What follows belongs to an exercise in optimizing a design on an open flow for small area, a short achievable clock period and few clock cycles; a production flow would make more cautious choices. In this exercise RTL edits were held to simulation tests only and were not proved equivalent to the original. No activity file was given, so power comes from the tool's default toggle rates.

==> v21 <==
==> flow/design.v (excerpt) <==
module ed61_ladder (
    input  wire        clk,
    input  wire        rst,
    input  wire        start,
    input  wire [60:0] px,
    input  wire [60:0] py,
    input  wire [60:0] pz,
    input  wire [63:0] k,
    output wire        ready,
    output reg         done,
    output wire [60:0] qx,
    output wire [60:0] qy,
    output wire [60:0] qz
);
Settings: LEC_CHECK=0, ABC_AREA=1, CAP_MARGIN=20, CELL_PAD_IN_SITES_DETAIL_PLACEMENT=1, CELL_PAD_IN_SITES_GLOBAL_PLACEMENT=1, CORE_MARGIN=2, CORE_UTILIZATION=35, PLACE_DENSITY=0.5, SLEW_MARGIN=20, SYNTH_HIERARCHICAL=1; clock period 25.0 ns.
run.sh (not shown) runs the stock make flow with config.mk's settings and CLKGATE_MAP_FILE= SYNTH_SCRIPT=/design/flow/synth_recipe.tcl, a recipe that flattens the netlist after the stock synthesis.
==> inputs of v23, as changes to v21 <==
--- a/flow/design.v
+++ b/flow/design.v
@@ -252,55 +252,61 @@
     wire [60:0] xs19 = xs16 ^ xc10 ^ xc11;
     wire [60:0] xc19_ = (xs16 & xc10) | (xs16 & xc11) | (xc10 & xc11);
     wire [60:0] xc19 = {xc19_[59:0], xc19_[60:60]};
     wire [60:0] xs20 = xc12 ^ xc13 ^ xc14;
     wire [60:0] xc20_ = (xc12 & xc13) | (xc12 & xc14) | (xc13 & xc14);
     wire [60:0] xc20 = {xc20_[59:0], xc20_[60:60]};
-    wire [60:0] xs21 = xs17 ^ xs18 ^ xs19;
-    wire [60:0] xc21_ = (xs17 & xs18) | (xs17 & xs19) | (xs18 & xs19);
-    wire [60:0] xc21 = {xc21_[59:0], xc21_[60:60]};
-    wire [60:0] xs22 = xs20 ^ xc17 ^ xc18;
-    wire [60:0] xc22_ = (xs20 & xc17) | (xs20 & xc18) | (xc17 & xc18);
-    wire [60:0] xc22 = {xc22_[59:0], xc22_[60:60]};
-    wire [60:0] xs23 = xc19 ^ xc20 ^ xc15;
-    wire [60:0] xc23_ = (xc19 & xc20) | (xc19 & xc15) | (xc20 & xc15);
-    wire [60:0] xc23 = {xc23_[59:0], xc23_[60:60]};
-    reg [60:0] pr [0:6];
+    reg [60:0] pr [0:9];
     always @(posedge clk) begin
-        pr[0] <= xs21;
-        pr[1] <= xs22;
-        pr[2] <= xs23;
-        pr[3] <= xc21;
-        pr[4] <= xc22;
-        pr[5] <= xc23;
-        pr[6] <= xc16;
+        pr[0] <= xs17;
+        pr[1] <= xs18;
+        pr[2] <= xs19;
+        pr[3] <= xs20;
+        pr[4] <= xc17;
+        pr[5] <= xc18;
+        pr[6] <= xc19;
+        pr[7] <= xc20;
+        pr[8] <= xc15;
+        pr[9] <= xc16;
     end
     wire [60:0] q0 = pr[0];
     wire [60:0] q1 = pr[1];
     wire [60:0] q2 = pr[2];
     wire [60:0] q3 = pr[3];
     wire [60:0] q4 = pr[4];
     wire [60:0] q5 = pr[5];
     wire [60:0] q6 = pr[6];
+    wire [60:0] q7 = pr[7];
+    wire [60:0] q8 = pr[8];
+    wire [60:0] q9 = pr[9];
     wire [60:0] ys0 = q0 ^ q1 ^ q2;
     wire [60:0] yc0_ = (q0 & q1) | (q0 & q2) | (q1 & q2);
     wire [60:0] yc0 = {yc0_[59:0], yc0_[60:60]};
     wire [60:0] ys1 = q3 ^ q4 ^ q5;
     wire [60:0] yc1_ = (q3 & q4) | (q3 & q5) | (q4 & q5);
     wire [60:0] yc1 = {yc1_[59:0], yc1_[60:60]};
-    wire [60:0] ys2 = ys0 ^ ys1 ^ yc0;
-    wire [60:0] yc2_ = (ys0 & ys1) | (ys0 & yc0) | (ys1 & yc0);
+    wire [60:0] ys2 = q6 ^ q7 ^ q8;
+    wire [60:0] yc2_ = (q6 & q7) | (q6 & q8) | (q7 & q8);
     wire [60:0] yc2 = {yc2_[59:0], yc2_[60:60]};
-    wire [60:0] ys3 = ys2 ^ yc2 ^ yc1;
-    wire [60:0] yc3_ = (ys2 & yc2) | (ys2 & yc1) | (yc2 & yc1);
+    wire [60:0] ys3 = ys0 ^ ys1 ^ ys2;
+    wire [60:0] yc3_ = (ys0 & ys1) | (ys0 & ys2) | (ys1 & ys2);
     wire [60:0] yc3 = {yc3_[59:0], yc3_[60:60]};
-    wire [60:0] ys4 = ys3 ^ yc3 ^ q6;
-    wire [60:0] yc4_ = (ys3 & yc3) | (ys3 & q6) | (yc3 & q6);
+    wire [60:0] ys4 = yc0 ^ yc1 ^ yc2;
+    wire [60:0] yc4_ = (yc0 & yc1) | (yc0 & yc2) | (yc1 & yc2);
     wire [60:0] yc4 = {yc4_[59:0], yc4_[60:60]};
-    wire [60:0] kg = ys4 & yc4;
-    wire [60:0] kp = ys4 ^ yc4;
+    wire [60:0] ys5 = ys3 ^ ys4 ^ yc3;
+    wire [60:0] yc5_ = (ys3 & ys4) | (ys3 & yc3) | (ys4 & yc3);
+    wire [60:0] yc5 = {yc5_[59:0], yc5_[60:60]};
+    wire [60:0] ys6 = ys5 ^ yc5 ^ yc4;
+    wire [60:0] yc6_ = (ys5 & yc5) | (ys5 & yc4) | (yc5 & yc4);
+    wire [60:0] yc6 = {yc6_[59:0], yc6_[60:60]};
+    wire [60:0] ys7 = ys6 ^ yc6 ^ q9;
+    wire [60:0] yc7_ = (ys6 & yc6) | (ys6 & q9) | (yc6 & q9);
+    wire [60:0] yc7 = {yc7_[59:0], yc7_[60:60]};
+    wire [60:0] kg = ys7 & yc7;
+    wire [60:0] kp = ys7 ^ yc7;
     wire kG0 = kg[1] | (kp[1] & kg[0]);
     wire kP0 = kp[1] & kp[0];
     wire kG1 = kg[3] | (kp[3] & kg[2]);
     wire kP1 = kp[3] & kp[2];
     wire kG2 = kg[5] | (kp[5] & kg[4]);
     wire kP2 = kp[5] & kp[4];
==> flow/flow/run.sh (new file) <==
#!/bin/bash
# Own flow: the standard layout (standard synthesis, floorplan, placement,
# CTS, routing) with the same constraint file and clock period, except that
# the flow's timing repair (floorplan, CTS and global-route stages) is asked
# for a setup margin of 19 ns, so it sizes and buffers the critical paths for
# speed instead of stopping once the 25 ns clock is met, and repairs only the
# worst path (TNS_END_PERCENT 0).  Make's full output goes to
# standard_flow.log; ORFS keeps each step's log under orfs/logs/.
set -euo pipefail
bash standard.sh "SETUP_SLACK_MARGIN=19" "TNS_END_PERCENT=0" finish > standard_flow.log 2>&1
==> flow/standard.sh (new file) <==
#!/bin/bash
# synth_recipe.tcl (not shown) runs the flow's synth.tcl, then flattens the netlist and writes it again
# the make line also repeats each setting of config.mk as NAME=value (left out here)
make -C /OpenROAD-flow-scripts/flow DESIGN_CONFIG=/design/flow/config.mk WORK_HOME=/design/flow/orfs CLKGATE_MAP_FILE= SYNTH_SCRIPT=/design/flow/synth_recipe.tcl "${@:-finish}"
removed: flow/run.sh
==> inputs of v34, as changes to v21 <==
==> flow/flow/run.sh (new file) <==
#!/bin/bash
# Own flow: the standard layout (standard synthesis, floorplan, placement,
# CTS, routing) with the same constraint file and clock period, except that
# the flow's timing repair (floorplan, CTS and global-route stages) is asked
# for a setup margin of 19 ns, so it sizes and buffers the critical paths for
# speed instead of stopping once the 25 ns clock is met, and repairs only the
# worst path (TNS_END_PERCENT 0).  Make's full output goes to
# standard_flow.log; ORFS keeps each step's log under orfs/logs/.
set -euo pipefail
bash standard.sh "SETUP_SLACK_MARGIN=19" "TNS_END_PERCENT=0" finish > standard_flow.log 2>&1
==> flow/standard.sh (new file) <==
#!/bin/bash
# synth_recipe.tcl (not shown) runs the flow's synth.tcl, then flattens the netlist and writes it again
# the make line also repeats each setting of config.mk as NAME=value (left out here)
make -C /OpenROAD-flow-scripts/flow DESIGN_CONFIG=/design/flow/config.mk WORK_HOME=/design/flow/orfs CLKGATE_MAP_FILE= SYNTH_SCRIPT=/design/flow/synth_recipe.tcl "${@:-finish}"
removed: flow/run.sh
==> run summary <==
                                                                                       v21                      v23                      v34
Xor/xnor cell area share of the yosys netlist                                        0.113                    0.111                    0.113
Sequential fraction of the synthesis area                                            0.261                    0.277                    0.261
Die boundary height                                                                 679 um                   687 um                   679 um
Number of core rows                                                                    247                      250                      247
Unrepaired setup endpoints after global routing                                      false                     true                     true
Run status                                                         complete, no violations  complete, no violations  complete, no violations
Peak supply drop                                                                 0.0613 mV                0.0614 mV                0.0641 mV
Fraction of the core area covered by cells at the end of the flow                    0.392                    0.399                    0.399
Number of antenna cells inserted                                                        44                       34                       32
Leakage power summed over all cells                                                75.8 nW                  83.9 nW                  77.3 nW
Sequential cell area share                                                           0.235                    0.245                    0.231
Layout Cells excl Fill                                                               25068                    25579                    25149
Count of distinct cell types in the synthesized netlist                                 53                       54                       53
Worst Path Max Fanout                                                                   46                       40                       37
GR met1 Demand/Resource                                                              0.556                    0.544                    0.557
Netlist area before placement                                                   160000 um2               163000 um2               160000 um2
HPWL after detailed placement                                                    655000 um                663000 um                655000 um
Area of all placed cells without fillers                                        178000 um2               185000 um2               181000 um2
Met3 Routed Length                                                               113000 um                109000 um                117000 um
Fmax                                                                               121 MHz                  144 MHz                  146 MHz
Total area of sequential cells                                                   41800 um2                45500 um2                41800 um2
Die boundary width                                                                  679 um                   687 um                   679 um
Total power draw                                                                  0.0110 W                 0.0129 W                 0.0114 W
Testbench counts of v21, summed over its fixed seeds: cycles 12,068.
Testbench counts of v23, summed over its fixed seeds: cycles 12,068.
Testbench counts of v34, summed over its fixed seeds: cycles 12,068.

## port drivers added, routing unchanged
The results above use ideal ports. As a check the final layouts listed here were re-extracted and re-timed, cells and wires unchanged.
Step 1 (the two cells are an assumption about what drives the block):
set clk [get_ports {clk}]
set_driving_cell -lib_cell sky130_fd_sc_hd__clkbuf_16 $clk
set_driving_cell -lib_cell sky130_fd_sc_hd__buf_2 [delete_from_list [all_inputs] $clk]
Step 2 times the ports against the registers' clock, not the clock port: input delays grow and output delays shrink by t, the midpoint of the rising clock arrivals with the driver on.
Three values: ideal, step 1, step 2; two values: the first two.
| run | t (ns) | setup WS [ns] | worst hold slack (ns) | worst setup path at the end |
|---|---|---|---|---|
| v21 | 1.123 | 16.741 / 16.741 / 16.741 | 0.472 / 0.472 / 0.472 | register to register |
| v23 | 1.121 | 18.062 / 18.062 / 18.062 | 0.482 / 0.482 / 0.482 | register to register |
| v34 | 1.119 | 18.144 / 18.144 / 18.025 | 0.474 / 0.474 / 0.474 | input to register |
After both steps every run listed still meets setup and hold. For v34, which loses most, drivers alone change the setup slack by 0.000 ns; drivers and shift together by -0.119 ns.
